This design comes from an exercise in tuning for small area on the open sky130 flow, not from production work.
In this exercise RTL edits were held to simulation tests only and were not proved equivalent to the original.
Power and IR drop assume default switching activity.

==> flow/design.v <==
module dht_reading (
    input  wire [39:0] frame,
    input  wire [2:0]  rh,         
    input  wire [2:0]  rt,         
    input  wire        unit,       
    output wire [15:0] hum_raw,
    output wire        temp_sign,
    output wire [14:0] temp_mag,
    output wire [15:0] hum_out,    
    output wire [17:0] temp_out    
);
    assign hum_raw   = frame[39:24];
    assign temp_sign = frame[23];
    assign temp_mag  = frame[22:8];
    function [16:0] sub17(input [16:0] a, input [16:0] b);
        integer k;
        reg w;
        begin
            w = 1'b0;
            for (k = 0; k < 17; k = k + 1) begin
                sub17[k] = a[k] ^ b[k] ^ w;
                w = (~a[k] & b[k]) | (~(a[k] ^ b[k]) & w);
            end
        end
    endfunction
    function [16:0] add17(input [16:0] a, input [16:0] b, input ci);
        integer k;
        reg c;
        begin
            c = ci;
            for (k = 0; k < 17; k = k + 1) begin
                add17[k] = a[k] ^ b[k] ^ c;
                c = (a[k] & b[k]) | (c & (a[k] ^ b[k]));
            end
        end
    endfunction
    wire [16:0] hq = sub17({2'd0, hum_raw[15:1]}, {14'd0, rh});
    assign hum_out = {hq[14:0], 1'b0};
    wire        s  = temp_sign;
    wire [3:0]  v  = s ? {1'b0, rt} + 4'd5 : {1'b0, rt};
    wire [16:0] x  = sub17({3'd0, temp_mag[14:1]}, {13'd0, v});
    wire [11:0] c;
    wire [12:0] br;
    assign c[0] = x[0];
    assign c[1] = x[1];
    assign br[2] = 1'b0;
    genvar i;
    generate
        for (i = 2; i < 12; i = i + 1) begin : g_div5
            assign c[i]    = x[i] ^ c[i-2] ^ br[i];
            assign br[i+1] = (~x[i] & c[i-2]) | (~(x[i] ^ c[i-2]) & br[i]);
        end
    endgenerate
    wire [16:0] k  = add17({5'd0, c}, {11'd0, 4'd10, s, 1'b0}, 1'b0);
    wire [16:0] p  = unit ? {1'b0, k[11:0], 2'b00} : {14'd0, s, 2'b00};
    wire [16:0] w  = add17(x, p, 1'b0);
    assign temp_out = {w ^ {17{s}}, 1'b0};
endmodule
module dht_fsm (
    input  wire        clk,
    input  wire        rst,         
    input  wire [1:0]  cmd,         
    input  wire        unit,        
    input  wire        line_in,     
    input  wire [31:0] now,         
    output wire        line_dir,    
    output wire        line_drv,    
    output wire        busy,
    output wire [2:0]  err_out,
    output wire [39:0] frame_out,
    output wire [15:0] hum_raw,
    output wire        temp_sign,
    output wire [14:0] temp_mag,
    output wire [15:0] hum_out,
    output wire [17:0] temp_out
);
    localparam [2:0] IDLE         = 3'd0,
                     START_LOW    = 3'd1,
                     ACK_WAIT_LOW = 3'd2,
                     ACK_LOW      = 3'd3,
                     ACK_HIGH     = 3'd4,
                     BIT_LOW      = 3'd5,
                     BIT_HIGH     = 3'd6,
                     VALIDATE     = 3'd7;
    reg [39:0] frame;
    reg [31:0] acc;
    reg [7:0]  ck_sum;
    reg        ck_bad;
    reg [31:0] t_start;
    reg [2:0]  err;
    reg [2:0]  phase;
    reg [5:0]  bitcnt;
    reg [2:0]  rh_acc, rt_acc;
    reg [2:0]  rh, rt;
    wire [31:0] e;
    wire [32:0] bw;
    assign bw[0] = 1'b0;
    genvar i;
    generate
        for (i = 0; i < 32; i = i + 1) begin : g_sub
            assign e[i]    = now[i] ^ t_start[i] ^ bw[i];
            assign bw[i+1] = (~now[i] & t_start[i]) | (~(now[i] ^ t_start[i]) & bw[i]);
        end
    endgenerate
    wire hi11 = |e[31:11];            
    wire hi7  = hi11 | (|e[10:7]);    
    wire ge2000 = hi11 | (&e[10:6] & (e[5] | e[4]));
    wire ge40   = hi7 | e[6] | (e[5] & (e[4] | e[3]));
    wire ge100  = hi7 | (e[6] & e[5] & (e[4] | e[3] | e[2]));
    wire ge66   = hi7 | (e[6] & (e[5] | e[4] | e[3] | e[2] | e[1]));
    wire ge20   = hi7 | e[6] | e[5] | (e[4] & (e[3] | e[2]));
    wire gt100  = hi7 | (e[6] & e[5] & (e[4] | e[3] | (e[2] & (e[1] | e[0]))));
    wire sym    = e[6] | (e[5] & e[4] & (e[3] | e[2] | e[1]));    
    wire bad    = ~ge20 | gt100;
    wire [2:0] bpos = ~bitcnt[2:0];           
    wire [7:0] ck_base = (bitcnt == 6'd0) ? 8'd0 : ck_sum;
    wire [8:0] ck_cy;
    wire [7:0] ck_next;
    assign ck_cy[0] = 1'b0;
    generate
        for (i = 0; i < 8; i = i + 1) begin : g_ck
            wire inj = sym & (bpos == i);
            assign ck_next[i] = ck_base[i] ^ (ck_cy[i] | inj);
            assign ck_cy[i+1] = ck_base[i] & (ck_cy[i] | inj);
        end
    endgenerate
    wire ck_bad_bit = sym ^ ck_sum[bpos];
    wire ck_ok = ~ck_bad;
    wire shift = (phase == BIT_HIGH) & ~line_in & ~bad;
    function [2:0] m5step(input [2:0] r, input b);
        case ({r, b})
            4'b000_0: m5step = 3'd0; 4'b000_1: m5step = 3'd1;
            4'b001_0: m5step = 3'd2; 4'b001_1: m5step = 3'd3;
            4'b010_0: m5step = 3'd4; 4'b010_1: m5step = 3'd0;
            4'b011_0: m5step = 3'd1; 4'b011_1: m5step = 3'd2;
            4'b100_0: m5step = 3'd3; 4'b100_1: m5step = 3'd4;
            default:  m5step = 3'bxxx;
        endcase
    endfunction
    always @(posedge clk) begin
        if (shift) begin
            if (!bitcnt[5]) begin
                acc    <= {acc[30:0], sym};
                ck_sum <= ck_next;
            end else
                ck_bad <= ((bitcnt[2:0] == 3'd0) ? 1'b0 : ck_bad) | ck_bad_bit;
            bitcnt <= bitcnt + 6'd1;
            if (bitcnt < 6'd15)
                rh_acc <= m5step((bitcnt == 6'd0) ? 3'd0 : rh_acc, sym);
            if (bitcnt >= 6'd17 && bitcnt <= 6'd30)
                rt_acc <= m5step((bitcnt == 6'd17) ? 3'd0 : rt_acc, sym);
        end else if (phase == ACK_HIGH)
            bitcnt <= 6'd0;
    end
    always @(posedge clk) begin
        if (rst) begin
            frame <= 40'd0;
            rh    <= 3'd0;
            rt    <= 3'd0;
            err   <= 3'd0;
            phase <= IDLE;
        end else begin
            case (phase)
                IDLE: begin
                    t_start <= now;
                    if (cmd == 2'b01)
                        phase <= START_LOW;
                    else if (cmd == 2'b10)
                        err <= 3'd0;
                end
                START_LOW: begin
                    if (ge2000) begin
                        phase   <= ACK_WAIT_LOW;
                        t_start <= now;
                    end
                end
                ACK_WAIT_LOW: begin
                    if (ge40) begin
                        err   <= 3'd4;
                        phase <= IDLE;
                    end else if (!line_in) begin
                        phase   <= ACK_LOW;
                        t_start <= now;
                    end
                end
                ACK_LOW: begin
                    if (ge100) begin
                        err   <= 3'd4;
                        phase <= IDLE;
                    end else if (line_in) begin
                        phase   <= ACK_HIGH;
                        t_start <= now;
                    end
                end
                ACK_HIGH: begin
                    if (ge100) begin
                        err   <= 3'd4;
                        phase <= IDLE;
                    end else if (!line_in) begin
                        phase   <= BIT_LOW;
                        t_start <= now;
                    end
                end
                BIT_LOW: begin
                    if (ge66) begin
                        err   <= 3'd1;
                        phase <= IDLE;
                    end else if (line_in) begin
                        phase   <= BIT_HIGH;
                        t_start <= now;
                    end
                end
                BIT_HIGH: begin
                    if (!line_in) begin
                        t_start <= now;
                        if (bad) begin
                            err   <= 3'd2;
                            phase <= IDLE;
                        end else
                            phase <= (bitcnt == 6'd39) ? VALIDATE : BIT_LOW;
                    end
                end
                VALIDATE: begin
                    if (ck_ok) begin
                        frame <= {acc, ck_sum};
                        rh    <= rh_acc;
                        rt    <= rt_acc;
                    end else
                        err <= 3'd3;
                    phase <= IDLE;
                end
            endcase
        end
    end
    assign line_dir  = (phase == START_LOW);
    assign line_drv  = (phase != START_LOW);
    assign busy      = (phase != IDLE);
    assign err_out   = err;
    assign frame_out = frame;
    dht_reading u_reading (
        .frame     (frame),
        .rh        (rh),
        .rt        (rt),
        .unit      (unit),
        .hum_raw   (hum_raw),
        .temp_sign (temp_sign),
        .temp_mag  (temp_mag),
        .hum_out   (hum_out),
        .temp_out  (temp_out)
    );
endmodule
export LEC_CHECK = 0
export CAP_MARGIN = 20
export CORE_MARGIN = 2
export CORE_UTILIZATION = 40
export SLEW_MARGIN = 20
create_clock -name core_clock -period 20.0 [get_ports {clk}]
standard.sh (not shown) runs the stock make flow with config.mk's settings and CLKGATE_MAP_FILE= SYNTH_SCRIPT=/design/flow/synth_recipe.tcl, a recipe that flattens the netlist after the stock synthesis.
==> flow/flow/run.sh <==
#!/bin/bash
# Standard layout with the smallest buffer on the ports and a lean clock tree.
set -o pipefail
export BUFFER_PORTS_ARGS="-buffer_cell sky130_fd_sc_hd__buf_1"
export CTS_ARGS="-sink_clustering_enable -repair_clock_nets -buf_list sky130_fd_sc_hd__clkbuf_8 -sink_clustering_size 30 -sink_clustering_max_diameter 150 -dont_use_dummy_load"
bash standard.sh finish > standard.log 2>&1
The starting point completed without violations.
Change:
==> flow/flow/run.sh (replaced) <==
#!/bin/bash
# Layout flow: the standard ORFS flow with three changes.
#  1. Synthesis: the standard flow's synthesis script, except that full/half adders are
#     not extracted into fa/ha cells and ABC maps with an area-oriented
#     script (flow/abc_area.script). Registers are inferred and mapped by
#     the unchanged steps before ABC, so they match the standard synthesis.
#  2. Port buffers use the smallest buffer cell (buf_1).
#  3. Clock tree: clkbuf_8 buffers, no dummy loads.
# Each tool's output goes to a log of its own here and under orfs/logs.
set -o pipefail
HERE=$(pwd)
export BUFFER_PORTS_ARGS="-buffer_cell sky130_fd_sc_hd__buf_1"
export CTS_ARGS="-sink_clustering_enable -repair_clock_nets -buf_list sky130_fd_sc_hd__clkbuf_8 -dont_use_dummy_load"

SYN=$FLOW_HOME/scripts/synth.tcl
L=$(grep -n "^# Technology mapping of adders" "$SYN" | cut -d: -f1)
sed "$((L+1))s|^if {\$|if {0 \&\& |; s|log_cmd abc {\*}\$abc_args|log_cmd abc -script $HERE/flow/abc_area.script {*}[lrange \$abc_args 2 end]|" "$SYN" > own_synth_core.tcl
sed "s|source \$::env(SCRIPTS_DIR)/synth.tcl|source $HERE/own_synth_core.tcl|" synth_recipe.tcl > own_synth.tcl
grep -q "abc_area.script" own_synth_core.tcl || { echo "synth patch failed" > synth.log; exit 1; }
grep -q "own_synth_core.tcl" own_synth.tcl || { echo "synth patch failed" > synth.log; exit 1; }

MK=$(grep '^make ' standard.sh | sed "s|SYNTH_SCRIPT=[^ ]*|SYNTH_SCRIPT=$HERE/own_synth.tcl|; s|\"\${@:-finish}\"|synth|")
echo "$MK" > synth_cmd.log
eval "$MK" > synth.log 2>&1 || exit 1
bash standard.sh finish > standard.log 2>&1
==> flow/flow/abc_area.script (new file) <==
strash
&get -n
&st
&dc2
&dch -f
&nf -a -p
&put
Effect: Non-clock buffer count falls by 1. Global-route usage rises by 0.15 points. Fmax rises by 25%.
Change:
==> flow/flow/run.sh (replaced) <==
#!/bin/bash
# Standard layout with the smallest buffer on the ports and a lean clock tree.
set -o pipefail
export BUFFER_PORTS_ARGS="-buffer_cell sky130_fd_sc_hd__buf_1"
export CTS_ARGS="-sink_clustering_enable -repair_clock_nets -buf_list sky130_fd_sc_hd__clkbuf_8 -sink_clustering_size 50 -sink_clustering_max_diameter 300 -dont_use_dummy_load"
bash standard.sh finish > standard.log 2>&1
removed: flow/flow/abc_area.script
Fmax went down by about 20%; setup slack gets worse by 3.3 ns; synthesized area went up by 5.3%; routed wire length went up by about 1.5%.
Change:
==> flow/flow/run.sh (replaced) <==
#!/bin/bash
# Standard layout with the smallest buffer on the ports and a lean clock tree.
set -o pipefail
export BUFFER_PORTS_ARGS="-buffer_cell sky130_fd_sc_hd__buf_1"
export CTS_ARGS="-sink_clustering_enable -repair_clock_nets -root_buf sky130_fd_sc_hd__clkbuf_8 -buf_list {sky130_fd_sc_hd__clkbuf_4 sky130_fd_sc_hd__clkbuf_8} -dont_use_dummy_load"
bash standard.sh finish > standard.log 2>&1
What happened:
- global-route usage stays the same
- critical path depth is unchanged
- power is unchanged
- routed wire length does not change
- worst setup slack is unchanged
- sequential share of layout area does not change
- cell count stays the same
- synthesized area is unchanged
- register-to-register slack is about the same
- via count is unchanged
- utilization is unchanged

-- re-timing with driven ports --
How much do the figures lean on ideal ports? The routed layouts below were timed once more, with nothing changed but the port constraints. Step 1 sets driving cells, clkbuf_16 on the clock port and buf_2 on the other inputs (assumed; they add their load-dependent delay and slew). Step 2, shift: input delay + t, output delay - t, t = (earliest + latest rising clock arrival at the registers) / 2. This alone moves slack from input paths to output paths. a / b / c = ideal / step 1 / step 2; a / b = the first two.
run | t, ns | setup WS [ns] | clock arrival spread, ns | worst slew at a driven data input, ns
the first run | 0.467 | 3.578 / 3.592 / 3.125 | 0.048 / 0.048 | 0.04
the second run | 0.464 | 6.894 / 6.866 / 6.866 | 0.038 / 0.039 | 0.04
the third run | 0.467 | 3.578 / 3.592 / 3.125 | 0.048 / 0.048 | 0.04
the fourth run | 0.467 | 3.578 / 3.592 / 3.125 | 0.048 / 0.048 | 0.04
After both steps setup and hold are still met in every run listed.
